From an optimization exercise on the open Yosys and OpenROAD flow, aimed at small area, a short achievable clock period and few clock cycles per item; shortcuts taken in it are not production practice. In this exercise RTL edits were held to simulation tests only and were not proved equivalent to the original.

==> 02-07 <==
## edhe_pixel
module edhe_pixel (
    input  wire        clk,
    input  wire        rst,
    input  wire        in_valid,
    output wire        in_ready,
    input  wire        in_first,    
    input  wire        in_w16,      
    input  wire        in_noise,    
    input  wire [15:0] in_tl,       
    input  wire [15:0] in_tr,       
    input  wire [15:0] in_bl,       
    input  wire [15:0] in_br,       
    input  wire [7:0]  in_wx,
    input  wire [7:0]  in_wy,
    input  wire [31:0] in_err,      
    input  wire [12:0] in_u,        
    output reg         out_valid,
    input  wire        out_ready,
    output reg  [15:0] out_q,       
    output reg  [31:0] out_a        
);
    reg  go;             
    reg  rdy;            
    reg  skv;            
    wire adv = go;
    assign in_ready = rdy;
    reg        v1;
    reg        r1_first, r1_w16, r1_noise;
    reg [15:0] r1_tl, r1_tr, r1_bl, r1_br;
    reg [7:0]  r1_wx, r1_wy;
  ...
Settings: LEC_CHECK=0, ABC_AREA=1, CAP_MARGIN=20, CORE_MARGIN=2, CORE_UTILIZATION=60, CTS_CLUSTER_DIAMETER=160, CTS_CLUSTER_SIZE=24, SLEW_MARGIN=20; clock period 190.0 ns.
standard.sh (not shown) runs the stock make flow with config.mk's settings and CLKGATE_MAP_FILE= SYNTH_SCRIPT=/design/flow/synth_recipe.tcl, a recipe that flattens the netlist after the stock synthesis.
==> flow/flow/run.sh <==
#!/bin/bash
# The standard layout (the standard.sh: the same synthesis script and steps), with these
# settings changed:
#  - SYNTH_ARGS=-noabc: Yosys's generic synth skips its early "abc -fast" pass, which breaks
#    the hand-written full-adder chains apart; the registers, their names and their cell types
#    are unchanged.
#  - the technology mapping uses ORFS's area script with its mapping step replaced by
#    "amap" (a copy of ORFS's scripts folder, with only abc_area.script changed).
#  - the buffers placed on the input and output ports are plain buf_1 cells instead of the
#    delay buffers ORFS picks by default. Every port still gets its buffer.
set -euo pipefail
rm -rf scripts_abc
cp -r "$FLOW_HOME/scripts" scripts_abc
printf 'strash\ndch\namap\ntopo\nstime -c\nbuffer -c\nupsize -c\ndnsize -c\n' > scripts_abc/abc_area.script
bash standard.sh "SCRIPTS_DIR=$PWD/scripts_abc" "SYNTH_ARGS=-noabc" "BUFFER_PORTS_ARGS=-buffer_cell sky130_fd_sc_hd__buf_1" finish > standard_flow.log 2>&1
==> 12-05: changes against 02-07 <==
--- a/flow/flow/run.sh
+++ b/flow/flow/run.sh
@@ -7,3 +7,3 @@
 #  - the technology mapping uses ORFS's area script with its mapping step replaced by
-#    "amap" (a copy of ORFS's scripts folder, with only abc_area.script changed).
+#    "map -a -B 0.9" (a copy of ORFS's scripts folder, with only abc_area.script changed).
 #  - the buffers placed on the input and output ports are plain buf_1 cells instead of the
@@ -13,3 +13,3 @@
 cp -r "$FLOW_HOME/scripts" scripts_abc
-printf 'strash\ndch\namap\ntopo\nstime -c\nbuffer -c\nupsize -c\ndnsize -c\n' > scripts_abc/abc_area.script
+printf 'strash\ndch\nmap -a -B 0.9\ntopo\nstime -c\nbuffer -c\nupsize -c\ndnsize -c\n' > scripts_abc/abc_area.script
 bash standard.sh "SCRIPTS_DIR=$PWD/scripts_abc" "SYNTH_ARGS=-noabc" "BUFFER_PORTS_ARGS=-buffer_cell sky130_fd_sc_hd__buf_1" finish > standard_flow.log 2>&1
==> notes.md <==
- Final cell count: 12-05 is higher than 02-07 (16%).
- Between 12-05 and 02-07, the lower design area is in 02-07 (gap 3.9%, measured against 02-07).
- In 02-07 the register-to-register slack is worse than in 12-05, by 240 ps.
- Between 02-07 and 12-05, the lower non-clock buffer count is in 02-07 (gap 6).
- Of 02-07 and 12-05, 12-05 has the higher die area (gap 3.6%, measured against 12-05).
- Of 12-05 and 02-07, 02-07 has the higher utilization (gap 0.53 points).
- Critical path depth is the same in 12-05 and 02-07.
- Fmax is about the same in 12-05 and 02-07.
Testbench counts of 02-07, summed over its fixed seeds: cycles 24,032, items 24,000.
Testbench counts of 12-05, summed over its fixed seeds: cycles 24,032, items 24,000.

---

==> trial 26: inputs <==
Another version of the RTL of edhe_pixel (not shown whole).
==> flow/config.mk <==
export PLATFORM = sky130hd
export DESIGN_NAME = edhe_pixel
export DESIGN_NICKNAME = edhe_pixel
export VERILOG_FILES = /design/flow/design.v
export SDC_FILE = /design/flow/constraint.sdc
export NUM_CORES = 4
export LEC_CHECK = 0
export CAP_MARGIN = 20
export CORE_MARGIN = 2
export CORE_UTILIZATION = 40
export SLEW_MARGIN = 20
==> flow/constraint.sdc <==
create_clock -name core_clock -period 190.0 [get_ports {clk}]
set_input_delay 38.0000 -clock core_clock [delete_from_list [all_inputs] [get_ports {clk}]]
set_output_delay 38.0000 -clock core_clock [all_outputs]
set_load 0.01 [all_outputs]
run.sh (not shown) runs the stock make flow with config.mk's settings and CLKGATE_MAP_FILE= SYNTH_SCRIPT=/design/flow/synth_recipe.tcl, a recipe that flattens the netlist after the stock synthesis.
Stock flow here: none of the scripts above is used.
==> trial 70 (differences from trial 26) <==
--- a/flow/design.v
+++ b/flow/design.v
@@ -124,14 +124,15 @@
     wire        take = out_valid && out_ready;
     wire        ins  = go && v3;                  
     wire [31:0] na   = skv ? sk_a : a;
     wire        nw16 = skv ? sk_w16 : r3_w16;
     wire [15:0] q;
     edhe_quant  u_quant (.a(na), .w16(nw16), .q(q));
+    wire hold = out_valid & ~out_ready;
     always @(posedge clk) begin
-        if (!out_valid || out_ready) begin
+        if (!hold) begin
             out_q <= q;
             out_a <= na;
         end
     end
     wire out_v_n = skv ? 1'b1 : (out_valid && !out_ready) || ins;
     wire skv_n   = skv ? (out_valid && !out_ready) : (out_valid && !out_ready && ins);
@@ -184,13 +185,13 @@
     wire [26:0] s3 = d[2] ? {4'd0,  s2[26:5],  |s2[4:0]}  : s2;
     wire [26:0] s4 = d[1] ? {2'd0,  s3[26:3],  |s3[2:0]}  : s3;
     wire [26:0] s5 = d[0] ? {1'd0,  s4[26:2],  |s4[1:0]}  : s4;
     wire [26:0] aligned = far ? {26'd0, |msmall} : s5;
     wire [27:0] r;
     wire        r_co;
-    edhe_add #(28) u_sum (.a({1'b0, mbig, 3'b000}), .b({1'b0, aligned} ^ {28{sub}}), .ci(sub),
+    edhe_addcs #(28, 13) u_sum (.a({1'b0, mbig, 3'b000}), .b({1'b0, aligned} ^ {28{sub}}), .ci(sub),
                           .s(r), .co(r_co));
     wire [4:0] bud = xbig[4:0];
     wire       u0  = |xbig[7:5];
     wire [27:0] n0 = r;
     wire t16 = ~|n0[27:12] & (u0 | bud[4]);
     wire u1  = u0 | (bud[4] & ~t16);
==> flow/flow/run.sh (new file) <==
#!/bin/bash
# The standard layout (the standard.sh: the same synthesis script and steps), with two
# settings changed:
#  - SYNTH_ARGS=-noabc: Yosys's generic synth skips its early "abc -fast" pass, which breaks
#    the hand-written full-adder chains apart; the technology mapping with abc afterwards is
#    unchanged, and so are the registers, their names and their cell types.
#  - the buffers placed on the input and output ports are plain buf_1 cells instead of the
#    delay buffers ORFS picks by default. Every port still gets its buffer.
set -euo pipefail
bash standard.sh "SYNTH_ARGS=-noabc" "BUFFER_PORTS_ARGS=-buffer_cell sky130_fd_sc_hd__buf_1" finish > standard_flow.log 2>&1
==> flow/standard.sh (new file) <==
#!/bin/bash
# synth_recipe.tcl (not shown) runs the flow's synth.tcl, then flattens the netlist and writes it again
# the make line also repeats each setting of config.mk as NAME=value (left out here)
make -C /OpenROAD-flow-scripts/flow DESIGN_CONFIG=/design/flow/config.mk WORK_HOME=/design/flow/orfs CLKGATE_MAP_FILE= SYNTH_SCRIPT=/design/flow/synth_recipe.tcl "${@:-finish}"
==> flow/config.mk (replaced) <==
export PLATFORM = sky130hd
export DESIGN_NAME = edhe_pixel
export DESIGN_NICKNAME = edhe_pixel
export VERILOG_FILES = /design/flow/design.v
export SDC_FILE = /design/flow/constraint.sdc
export NUM_CORES = 4
export LEC_CHECK = 0
export ABC_AREA = 1
export CAP_MARGIN = 20
export CORE_MARGIN = 2
export CORE_UTILIZATION = 70
export CTS_CLUSTER_DIAMETER = 150
export CTS_CLUSTER_SIZE = 30
export SLEW_MARGIN = 20
removed: flow/run.sh
==> trial 85 (differences from trial 26) <==
--- a/flow/design.v
+++ b/flow/design.v
@@ -124,14 +124,15 @@
     wire        take = out_valid && out_ready;
     wire        ins  = go && v3;                  
     wire [31:0] na   = skv ? sk_a : a;
     wire        nw16 = skv ? sk_w16 : r3_w16;
     wire [15:0] q;
     edhe_quant  u_quant (.a(na), .w16(nw16), .q(q));
+    wire hold = out_valid & ~out_ready;
     always @(posedge clk) begin
-        if (!out_valid || out_ready) begin
+        if (!hold) begin
             out_q <= q;
             out_a <= na;
         end
     end
     wire out_v_n = skv ? 1'b1 : (out_valid && !out_ready) || ins;
     wire skv_n   = skv ? (out_valid && !out_ready) : (out_valid && !out_ready && ins);
@@ -184,13 +185,13 @@
     wire [26:0] s3 = d[2] ? {4'd0,  s2[26:5],  |s2[4:0]}  : s2;
     wire [26:0] s4 = d[1] ? {2'd0,  s3[26:3],  |s3[2:0]}  : s3;
     wire [26:0] s5 = d[0] ? {1'd0,  s4[26:2],  |s4[1:0]}  : s4;
     wire [26:0] aligned = far ? {26'd0, |msmall} : s5;
     wire [27:0] r;
     wire        r_co;
-    edhe_add #(28) u_sum (.a({1'b0, mbig, 3'b000}), .b({1'b0, aligned} ^ {28{sub}}), .ci(sub),
+    edhe_addcs #(28, 13) u_sum (.a({1'b0, mbig, 3'b000}), .b({1'b0, aligned} ^ {28{sub}}), .ci(sub),
                           .s(r), .co(r_co));
     wire [4:0] bud = xbig[4:0];
     wire       u0  = |xbig[7:5];
     wire [27:0] n0 = r;
     wire t16 = ~|n0[27:12] & (u0 | bud[4]);
     wire u1  = u0 | (bud[4] & ~t16);
==> flow/flow/run.sh (new file) <==
#!/bin/bash
# The standard layout (the standard.sh: the same synthesis script and steps), with two
# settings changed:
#  - SYNTH_ARGS=-noabc: Yosys's generic synth skips its early "abc -fast" pass, which breaks
#    the hand-written full-adder chains apart; the technology mapping with abc afterwards is
#    unchanged, and so are the registers, their names and their cell types.
#  - the buffers placed on the input and output ports are plain buf_1 cells instead of the
#    delay buffers ORFS picks by default. Every port still gets its buffer.
set -euo pipefail
bash standard.sh "SYNTH_ARGS=-noabc" "BUFFER_PORTS_ARGS=-buffer_cell sky130_fd_sc_hd__buf_1" finish > standard_flow.log 2>&1
==> flow/standard.sh (new file) <==
#!/bin/bash
# synth_recipe.tcl (not shown) runs the flow's synth.tcl, then flattens the netlist and writes it again
# the make line also repeats each setting of config.mk as NAME=value (left out here)
make -C /OpenROAD-flow-scripts/flow DESIGN_CONFIG=/design/flow/config.mk WORK_HOME=/design/flow/orfs CLKGATE_MAP_FILE= SYNTH_SCRIPT=/design/flow/synth_recipe.tcl "${@:-finish}"
==> flow/config.mk (replaced) <==
export PLATFORM = sky130hd
export DESIGN_NAME = edhe_pixel
export DESIGN_NICKNAME = edhe_pixel
export VERILOG_FILES = /design/flow/design.v
export SDC_FILE = /design/flow/constraint.sdc
export NUM_CORES = 4
export LEC_CHECK = 0
export ABC_AREA = 1
export CAP_MARGIN = 10
export CORE_MARGIN = 2
export CORE_UTILIZATION = 60
export CTS_CLUSTER_DIAMETER = 160
export CTS_CLUSTER_SIZE = 24
export SLEW_MARGIN = 10
removed: flow/run.sh
==> summary of the runs <==
- Trial 85 ran to the end with no violations. Trial 70 finished clean. Trial 26 ran to the end with no violations.
- The highest global-route usage belongs to trial 70, the lowest to trial 26.
- Against trial 70, the non-clock buffer count of trial 26 is higher by 29.
- Of trial 70 and trial 85, trial 85 has the higher final cell count (gap about 2%, measured against trial 85).
- Clock skew, lowest first: trial 85, trial 70, trial 26.
- In flip-flop and latch count, trial 85 and trial 70 do not differ.
Testbench counts of trial 26, summed over its fixed seeds: cycles 24,032, items 24,000.
Testbench counts of trial 70, summed over its fixed seeds: cycles 24,032, items 24,000.
Testbench counts of trial 85, summed over its fixed seeds: cycles 24,032, items 24,000.

## separate check: timing with driven ports
The results above use ideal ports. As a check the final layouts listed here were re-extracted and re-timed, cells and wires unchanged. Step 1 (the two cells are an assumption about what drives the block):
set clk [get_ports {clk}]
set_driving_cell -lib_cell sky130_fd_sc_hd__clkbuf_16 $clk
set_driving_cell -lib_cell sky130_fd_sc_hd__buf_2 [delete_from_list [all_inputs] $clk]
Step 2 times the ports against the registers' clock, not the clock port: input delays grow and output delays shrink by t, the midpoint of the rising clock arrivals with the driver on. Slacks: ideal ports / drivers / drivers and shift; pairs: ideal ports / drivers.
run | t, ns | setup slack, ns | hold slack, ns | worst setup path at the end | pins driven straight from the clock port
02-07 | 0.659 | 150.886 / 150.818 / 150.786 | 0.421 / 0.421 / 0.421 | input to register | 1
12-05 | 0.637 | 150.875 / 150.805 / 150.748 | 0.411 / 0.411 / 0.411 | input to register | 1
trial 26 | 0.709 | 150.478 / 150.398 / 150.488 | 0.417 / 0.417 / 0.417 | input to register | 1
trial 70 | 0.645 | 150.868 / 150.795 / 150.748 | 0.429 / 0.429 / 0.429 | input to register | 1
trial 85 | 0.653 | 150.885 / 150.813 / 150.742 | 0.424 / 0.424 / 0.424 | input to register | 1
After both steps setup and hold are still met in every run listed. For trial 85, which loses most, drivers alone change the setup slack by -0.072 ns; drivers and shift together by -0.143 ns.
